This is an optimization exercise on Yosys and OpenROAD, whose aim is small area, a short achievable clock period and few clock cycles per item, not a production implementation.
RTL that was checked went through simulation tests only; none was proved equivalent to the original.
Power and IR drop assume default switching activity.

==> 12-03: inputs <==
==> flow/design.v <==
module lfp16_mcu (
    input  wire        clk,
    input  wire        rst,         
    input  wire        cmd_valid,
    output wire        cmd_ready,
    input  wire [63:0] cmd,
    output reg         rsp_valid,
    input  wire        rsp_ready,
    output wire [63:0] rsp
);
    reg [3:0] cfg_f;
    reg       cfg_rmode;    
    wire [7:0]  op = cmd[63:56];
    wire [14:0] ma = cmd[14:0];
    wire [14:0] mb = cmd[46:32];
    wire        sa = cmd[15];
    wire        sb = cmd[47];
    wire [31:0] x  = cmd[31:0];
    wire z_rsv = ~|cmd[55:48];
    wire z_b   = ~|cmd[47:32];
    wire z_ahi = ~|cmd[31:16];
    wire mz_a  = ~|ma;
    wire mz_b  = ~|mb;
    wire a_zero = mz_a & ~sa;
    wire a_nar  = mz_a & sa;
    wire b_zero = z_b;
    wire b_nar  = mz_b & sb;
    wire ok_n   = z_rsv & z_b & z_ahi & a_zero;
    wire ok_u16 = z_rsv & z_b & z_ahi;
    wire ok_u32 = z_rsv & z_b;
    wire ok_b16 = z_rsv & z_ahi;
    wire hi0 = (op[7:4] == 4'h0);
    wire hi1 = (op[7:4] == 4'h1);
    wire hi2 = (op[7:4] == 4'h2);
    wire [3:0] lo = op[3:0];
    wire is_getcfg = hi0 & (lo == 4'h1);
    wire is_setf   = hi0 & (lo == 4'h2);
    wire is_setr   = hi0 & (lo == 4'h3);
    wire is_mul    = hi1 & (lo == 4'h0);
    wire is_div    = hi1 & (lo == 4'h1);
    wire is_sqr    = hi1 & (lo == 4'h2);
    wire is_sqrt   = hi1 & (lo == 4'h3);
    wire is_inv    = hi1 & (lo == 4'h4);
    wire is_neg    = hi1 & (lo == 4'h5);
    wire is_cmp    = hi2 & (lo <= 4'h4);
    wire illegal = ~(((is_mul | is_div | is_cmp) & ok_b16) |
                     ((is_sqr | is_sqrt | is_inv | is_neg) & ok_u16) |
                     (is_getcfg & ok_n) | ((is_setf | is_setr) & ok_u32));
    wire f_fmt  = ~z_ahi | (|x[15:4]) | (x[3:0] < 4'd7) | (x[3:0] > 4'd11);
    wire f_rnd  = ~z_ahi | (|x[15:1]);
    wire f_neg  = sa & ~mz_a;
    wire [2:0] fault = illegal ? 3'd4 :
                       (is_sqrt & f_neg) ? 3'd3 :
                       (is_setr & f_rnd) ? 3'd2 :
                       (is_setf & f_fmt) ? 3'd1 : 3'd0;
    wire notice  = is_setf & ~illegal & ~f_fmt;
    wire set_r   = is_setr & ~illegal & ~f_rnd;
    wire q_inv  = op[5] | op[2] | op[0];
    wire q_k    = ~op[5] & (op[1] | op[2] | ~op[4]);
    wire k_14   = q_k & ~(op[4] & op[1] & ~op[0]);         
    wire k_13   = op[4] & op[1] & op[0];                  
    wire p_m    = op[5] | (op[4] & ~op[1] & (~op[2] | op[0]));
    wire p_sqr  = op[4] & op[1] & ~op[0];
    wire p_sqrt = op[4] & op[1] & op[0];
    wire p_inv  = op[4] & op[2] & ~op[0];
    wire p_cfg  = ~op[4];
    wire r_bit  = cfg_rmode & ma[0] & ma[1];
    wire [14:0] q_val = ((mb ^ {15{q_inv}}) & {15{~q_k}}) | {k_14, k_13, 13'd0};
    wire [15:0] p_alt = ({ma, 1'b0} & {16{p_sqr}}) | ({2'b0, ma[14:1]} & {16{p_sqrt}}) |
                        ({1'b0, ~ma} & {16{p_inv}}) |
                        ({7'd0, cfg_rmode, ~cfg_f, cfg_f} & {16{p_cfg}});
    wire [15:0] p_val = p_m ? {1'b0, ma} : p_alt;
    wire        c_in  = p_sqrt ? r_bit : (q_inv & ~q_k) | p_inv;
    wire [9:0] lo_ext = {1'b0, p_val[7:0], 1'b1} + {1'b0, q_val[7:0], c_in};
    wire [8:0] t_lo   = lo_ext[9:1];            
    wire [7:0] u_hi   = p_val[15:8] + {1'b0, q_val[14:8]};
    reg k_n, s15_n;
    always @(*) begin
        k_n = 1'b1; s15_n = 1'b0;
        if (is_getcfg) begin
            k_n = 1'b0;
        end else if (is_mul) begin
            k_n = a_nar | b_nar | a_zero | b_zero;
            s15_n = a_nar | b_nar | (~a_zero & ~b_zero & (sa ^ sb));
        end else if (is_div) begin
            k_n = a_nar | b_nar | b_zero | a_zero;
            s15_n = a_nar | b_nar | b_zero | (~a_zero & (sa ^ sb));
        end else if (is_sqr | is_sqrt) begin
            k_n = mz_a;
            s15_n = a_nar;
        end else if (is_inv) begin
            k_n = mz_a;
            s15_n = mz_a | sa;
        end else if (is_neg) begin
            k_n = mz_a;
            s15_n = sa ^ ~mz_a;
        end
    end
    wire lt11 = sa & ~sb;                   
    wire eq11 = ~(sa ^ sb);
    wire lt10 = sa;                         
    wire lt0  = ~sb;                        
    reg  x11_n, x10_n, x0_n;
    always @(*) begin
        case (lo[2:0])
            3'd0:    begin x11_n = eq11;          x10_n = 1'b0;  x0_n = 1'b0; end
            3'd1:    begin x11_n = lt11 | eq11;   x10_n = lt10;  x0_n = lt0;  end
            3'd2:    begin x11_n = lt11;          x10_n = lt10;  x0_n = lt0;  end
            3'd3:    begin x11_n = ~lt11 & ~eq11; x10_n = ~lt10; x0_n = ~lt0; end
            default: begin x11_n = ~lt11;         x10_n = ~lt10; x0_n = ~lt0; end
        endcase
    end
    wire cmp_ok = is_cmp & ~a_nar & ~b_nar;
    assign cmd_ready = ~rsp_valid | rsp_ready;
    reg [8:0]  r_lo;
    reg [7:0]  r_hi;
    reg        r_k, r_s15, r_x11, r_x10, r_x0;
    reg [2:0]  r_fc;        
    always @(posedge clk) begin
        if (rst) begin
            cfg_f     <= 4'd8;
            cfg_rmode <= 1'b0;
            rsp_valid <= 1'b0;
        end else begin
            rsp_valid <= cmd_valid | (rsp_valid & ~rsp_ready);
            if (cmd_valid & cmd_ready & notice) cfg_f     <= x[3:0];
            if (cmd_valid & cmd_ready & set_r)  cfg_rmode <= x[0];
        end
        if (cmd_ready) begin
            r_lo     <= t_lo;
            r_hi     <= u_hi;
            r_k      <= k_n;
            r_s15    <= s15_n;
            r_x11    <= x11_n & cmp_ok;
            r_x10    <= x10_n & cmp_ok;
            r_x0     <= x0_n & cmp_ok;
            r_fc     <= notice ? 3'd5 : fault;
        end
    end
    wire [15:0] r_t = {r_hi + {7'd0, r_lo[8]}, r_lo[7:0]};
    wire z_hi = r_lo[8] ? (&r_hi[5:0]) : ~|r_hi[5:0];
    wire over  = r_t[15] & r_t[14];
    wire under = ~r_t[15] & ~r_t[14];
    wire z13_1 = z_hi & ~|r_lo[7:1];
    wire [14:0] m_cl;
    assign m_cl[14]   = r_t[15];
    assign m_cl[13:1] = (r_t[13:1] | {13{over}}) & {13{~under}};
    assign m_cl[0]    = r_t[0] | over | under | (~r_t[15] & z13_1);
    wire [2:0] r_fault  = {r_fc[2] & ~r_fc[0], r_fc[1], r_fc[0] & ~r_fc[2]};
    wire       r_notice = r_fc[2] & r_fc[0];
    wire live = ~r_fc[1] & ~(r_fc[2] ^ r_fc[0]);
    wire [15:0] r_res;
    assign r_res[15]   = r_s15 & live;
    assign r_res[14:1] = m_cl[14:1] & {14{~r_k & live}};
    wire eq_m = ~r_t[14] & z13_1 & ~r_t[0];           
    wire c_bit = r_t[15] ? (eq_m ? r_x11 : r_x10) : r_x0;
    assign r_res[0]    = ((m_cl[0] & ~r_k) | c_bit) & live;
    assign rsp = {28'd0, r_notice, r_fault, 16'd0, r_res};
endmodule
==> flow/flow/run.sh <==
#!/bin/bash
# Own flow: the standard layout (standard.sh), except
#  - synthesis (flow/mysynth.tcl) maps with flow/abc.script; the registers
#    are those of the standard synthesis;
#  - every port still gets its buffer, but a plain sky130 buf_1 instead of
#    the delay cell buffer_ports picks by default;
#  - flow/opts.sh may set further options (see there).
# Each tool's output goes to a log file here (synth.log, layout.log).
set -euo pipefail
W=$(pwd)
export MY_ABC_SCRIPT="$W/flow/abc.script"
export MY_ABC_D=
export BUFFER_PORTS_ARGS="-buffer_cell sky130_fd_sc_hd__buf_1"
if [[ -f "$W/flow/opts.sh" ]]; then source "$W/flow/opts.sh"; fi
make -C "$FLOW_HOME" DESIGN_CONFIG="$W/config.mk" WORK_HOME="$W/orfs" CLKGATE_MAP_FILE= \
  SYNTH_SCRIPT="$W/flow/mysynth.tcl" synth > "$W/synth.log" 2>&1
bash standard.sh finish > "$W/layout.log" 2>&1
==> flow/flow/abc.script <==
strash
dc2
dch -f
map -D 1500
topo
buffer -p
upsize -D 1500
dnsize -D 1500
stime -p
==> flow/flow/mysynth.tcl <==
# The standard synthesis (synth_recipe.tcl), with only the ABC mapping call
# replaced: flow/abc.script (MY_ABC_SCRIPT) instead of the ORFS speed script,
# and, when MY_NO_FA is set, no extraction of full/half adder cells.
proc synth {args} { yosys synth -nofsm -noshare {*}$args }
proc abc {args} {
  set out {}
  set skip 0
  foreach a $args {
    if {$skip} { set skip 0; continue }
    if {$a eq "-script" || $a eq "-D"} { set skip 1; continue }
    lappend out $a
  }
  if {[info exists ::env(MY_ABC_SCRIPT)] && $::env(MY_ABC_SCRIPT) ne ""} {
    lappend out -script $::env(MY_ABC_SCRIPT)
  }
  if {[info exists ::env(MY_ABC_D)] && $::env(MY_ABC_D) ne ""} {
    lappend out -D $::env(MY_ABC_D)
  }
  puts "abc call: $out"
  yosys abc {*}$out
}
if {[info exists ::env(MY_NO_FA)] && $::env(MY_NO_FA) ne ""} { set ::env(ADDER_MAP_FILE) "" }
source $::env(SCRIPTS_DIR)/synth.tcl
# left out here: clear keep_hierarchy, flatten, clean up, hide names made inside functions, write 1_2_yosys.v
==> flow/flow/opts.sh <==
# keep the single tie cell synthesis makes for the constant outputs
export SKIP_REPAIR_TIE_FANOUT=1
==> flow/standard.sh <==
#!/bin/bash
# synth_recipe.tcl (not shown) runs the flow's synth.tcl, then flattens the netlist and writes it again
# the make line also repeats each setting of config.mk as NAME=value (left out here)
make -C /OpenROAD-flow-scripts/flow DESIGN_CONFIG=/design/flow/config.mk WORK_HOME=/design/flow/orfs CLKGATE_MAP_FILE= SYNTH_SCRIPT=/design/flow/synth_recipe.tcl "${@:-finish}"
==> flow/config.mk <==
export PLATFORM = sky130hd
export DESIGN_NAME = lfp16_mcu
export DESIGN_NICKNAME = lfp16_mcu
export VERILOG_FILES = /design/flow/design.v
export SDC_FILE = /design/flow/constraint.sdc
export NUM_CORES = 4
export LEC_CHECK = 0
export CAP_MARGIN = 20
export CORE_MARGIN = 2
export CORE_UTILIZATION = 40
export SETUP_SLACK_MARGIN = 2.0
export SLEW_MARGIN = 20
==> flow/constraint.sdc <==
create_clock -name core_clock -period 6.0 [get_ports {clk}]
set_input_delay 1.2000 -clock core_clock [delete_from_list [all_inputs] [get_ports {clk}]]
set_output_delay 1.2000 -clock core_clock [all_outputs]
set_load 0.01 [all_outputs]
==> inputs of 11-08, as changes to 12-03 <==
--- a/flow/design.v
+++ b/flow/design.v
@@ -47,6 +47,6 @@
                      ((is_sqr | is_sqrt | is_inv | is_neg) & ok_u16) |
                      (is_getcfg & ok_n) | ((is_setf | is_setr) & ok_u32));
-    wire f_fmt  = ~z_ahi | (|x[15:4]) | (x[3:0] < 4'd7) | (x[3:0] > 4'd11);
-    wire f_rnd  = ~z_ahi | (|x[15:1]);
+    wire f_fmt  = (x[3:0] < 4'd7) | (x[3:0] > 4'd11) | (|x[15:4]);
+    wire f_rnd  = |x[15:1];
     wire f_neg  = sa & ~mz_a;
     wire [2:0] fault = illegal ? 3'd4 :
@@ -56,23 +56,21 @@
     wire notice  = is_setf & ~illegal & ~f_fmt;
     wire set_r   = is_setr & ~illegal & ~f_rnd;
-    wire q_inv  = op[5] | op[2] | op[0];
-    wire q_k    = ~op[5] & (op[1] | op[2] | ~op[4]);
-    wire k_14   = q_k & ~(op[4] & op[1] & ~op[0]);         
-    wire k_13   = op[4] & op[1] & op[0];                  
-    wire p_m    = op[5] | (op[4] & ~op[1] & (~op[2] | op[0]));
-    wire p_sqr  = op[4] & op[1] & ~op[0];
-    wire p_sqrt = op[4] & op[1] & op[0];
-    wire p_inv  = op[4] & op[2] & ~op[0];
-    wire p_cfg  = ~op[4];
+    wire c_getcfg = ~op[5] & ~op[4];
+    wire q_inv  = op[5] | (op[0] & ~op[1]) | op[2];           
+    wire q_a    = op[4] & (op[1] | op[2]);                    
+    wire q_k    = c_getcfg | (op[4] & op[0] & (op[1] | op[2]));   
+    wire p_4000 = c_getcfg | (op[4] & op[2] & ~op[0]);        
+    wire p_sh   = op[4] & op[1] & op[0];                      
     wire r_bit  = cfg_rmode & ma[0] & ma[1];
-    wire [14:0] q_val = ((mb ^ {15{q_inv}}) & {15{~q_k}}) | {k_14, k_13, 13'd0};
-    wire [15:0] p_alt = ({ma, 1'b0} & {16{p_sqr}}) | ({2'b0, ma[14:1]} & {16{p_sqrt}}) |
-                        ({1'b0, ~ma} & {16{p_inv}}) |
-                        ({7'd0, cfg_rmode, ~cfg_f, cfg_f} & {16{p_cfg}});
-    wire [15:0] p_val = p_m ? {1'b0, ma} : p_alt;
-    wire        c_in  = p_sqrt ? r_bit : (q_inv & ~q_k) | p_inv;
+    wire [14:0] q_kval = {op[4], op[4] & op[1], 4'd0,
+                          {9{~op[4]}} & {cfg_rmode, ~cfg_f, cfg_f}};
+    wire [14:0] q_src  = q_a ? ma : mb;
+    wire [14:0] q_val  = q_k ? q_kval : (q_src ^ {15{q_inv}});
+    wire [14:0] p_val  = p_4000 ? 15'h4000 :
+                         p_sh   ? {1'b0, ma[14:1]} : ma;
+    wire        c_in   = p_sh ? r_bit : (q_inv & ~q_k);
     wire [9:0] lo_ext = {1'b0, p_val[7:0], 1'b1} + {1'b0, q_val[7:0], c_in};
     wire [8:0] t_lo   = lo_ext[9:1];            
-    wire [7:0] u_hi   = p_val[15:8] + {1'b0, q_val[14:8]};
+    wire [7:0] u_hi   = {1'b0, p_val[14:8]} + {1'b0, q_val[14:8]};
     reg k_n, s15_n;
     always @(*) begin
@@ -139,8 +137,7 @@
     end
     wire [15:0] r_t = {r_hi + {7'd0, r_lo[8]}, r_lo[7:0]};
-    wire z_hi = r_lo[8] ? (&r_hi[5:0]) : ~|r_hi[5:0];
     wire over  = r_t[15] & r_t[14];
     wire under = ~r_t[15] & ~r_t[14];
-    wire z13_1 = z_hi & ~|r_lo[7:1];
+    wire z13_1 = ~|r_t[13:1];
     wire [14:0] m_cl;
     assign m_cl[14]   = r_t[15];
==> flow/flow/abc.script (replaced) <==
strash
dch -f
map -D 1200
topo
buffer -p
upsize -D 1200
dnsize -D 1200
stime -p
==> inputs of 12-21, as changes to 12-03 <==
--- a/flow/design.v
+++ b/flow/design.v
@@ -47,6 +47,6 @@
                      ((is_sqr | is_sqrt | is_inv | is_neg) & ok_u16) |
                      (is_getcfg & ok_n) | ((is_setf | is_setr) & ok_u32));
-    wire f_fmt  = ~z_ahi | (|x[15:4]) | (x[3:0] < 4'd7) | (x[3:0] > 4'd11);
-    wire f_rnd  = ~z_ahi | (|x[15:1]);
+    wire f_fmt  = (x[3:0] < 4'd7) | (x[3:0] > 4'd11) | (|x[15:4]);
+    wire f_rnd  = |x[15:1];
     wire f_neg  = sa & ~mz_a;
     wire [2:0] fault = illegal ? 3'd4 :
==> flow/flow/abc.script (replaced) <==
strash
dc2
dch -f
map -D 1200
topo
buffer -p
upsize -D 1200
dnsize -D 1200
stime -p
==> notes <==
12-21 completed with no timing, DRC or antenna violations. 11-08 completed without violations. 12-03 completed with no timing, DRC or antenna violations.
Against 11-08, the register-to-register slack of 12-03 is worse by 0.12 ns.
Sequential cell count is the same in 11-08 and 12-03.
The highest final cell count belongs to 11-08, the lowest to 12-03.
The highest via count belongs to 12-21, the lowest to 12-03.
Of 12-03 and 12-21, 12-03 has the higher hold slack (gap 0.0050 ns).
==> figures <==
Post-Route WL: 12-03 9070 µm; 11-08 9810 µm; 12-21 9520 µm
Result of the run: 12-03 timing/DRC/antenna clean; 11-08 timing/DRC/antenna clean; 12-21 timing/DRC/antenna clean
Number of core rows: 12-03 34; 11-08 35; 12-21 35
Critical Path Source Type: 12-03 flop; 11-08 input port; 12-21 input port
Tap cell count: 12-03 108; 11-08 111; 12-21 111
Initial core utilization: 12-03 41.6%; 11-08 40.7%; 12-21 40.6%
Number of non-clock buffers in the layout: 12-03 96; 11-08 96; 12-21 95
Number of nets in the synthesized netlist: 12-03 606; 11-08 612; 12-21 608
Register share of the cell area: 12-03 22.0%; 11-08 21.9%; 12-21 22.1%
Int Power: 12-03 0.484 mW; 11-08 0.522 mW; 12-21 0.452 mW
Min-Delay Endpoint: 12-03 cfg_f[0]; 11-08 cfg_f[2]; 12-21 cfg_f[0]
Number of global-route vias before repair: 12-03 3093; 11-08 3275; 12-21 3258
Testbench counts of 12-03, summed over its fixed seeds: cycles 24,008, items 24,000.
Only the layout flow was run in 11-08 and 12-21; the RTL was not checked for function there.

## re-timing with driven ports
No port has a modelled driver above. Below, the same layouts with a new extraction and two added sets of constraints.
Step 1 (the two cells are an assumption about what drives the block):
set clk [get_ports {clk}]
set_driving_cell -lib_cell sky130_fd_sc_hd__clkbuf_16 $clk
set_driving_cell -lib_cell sky130_fd_sc_hd__buf_2 [delete_from_list [all_inputs] $clk]
Step 2, shift: input delay + t, output delay - t, t = (earliest + latest rising clock arrival at the registers) / 2. This alone moves slack from input paths to output paths.
Three values: ideal, step 1, step 2; two values: the first two.
run | t, ns | setup slack, ns | worst setup path after step 2 | worst data-port slew with drivers (ns)
12-03 | 0.309 | 2.290 / 2.261 / 1.984 | input to register | 0.04
11-08 | 0.319 | 2.190 / 2.199 / 1.880 | input to register | 0.03
12-21 | 0.314 | 2.259 / 2.259 / 1.954 | input to register | 0.03
After both steps setup and hold are still met in every run listed. The setup slack of 11-08, which loses most, moves by +0.009 ns with the drivers and by -0.310 ns with both steps.
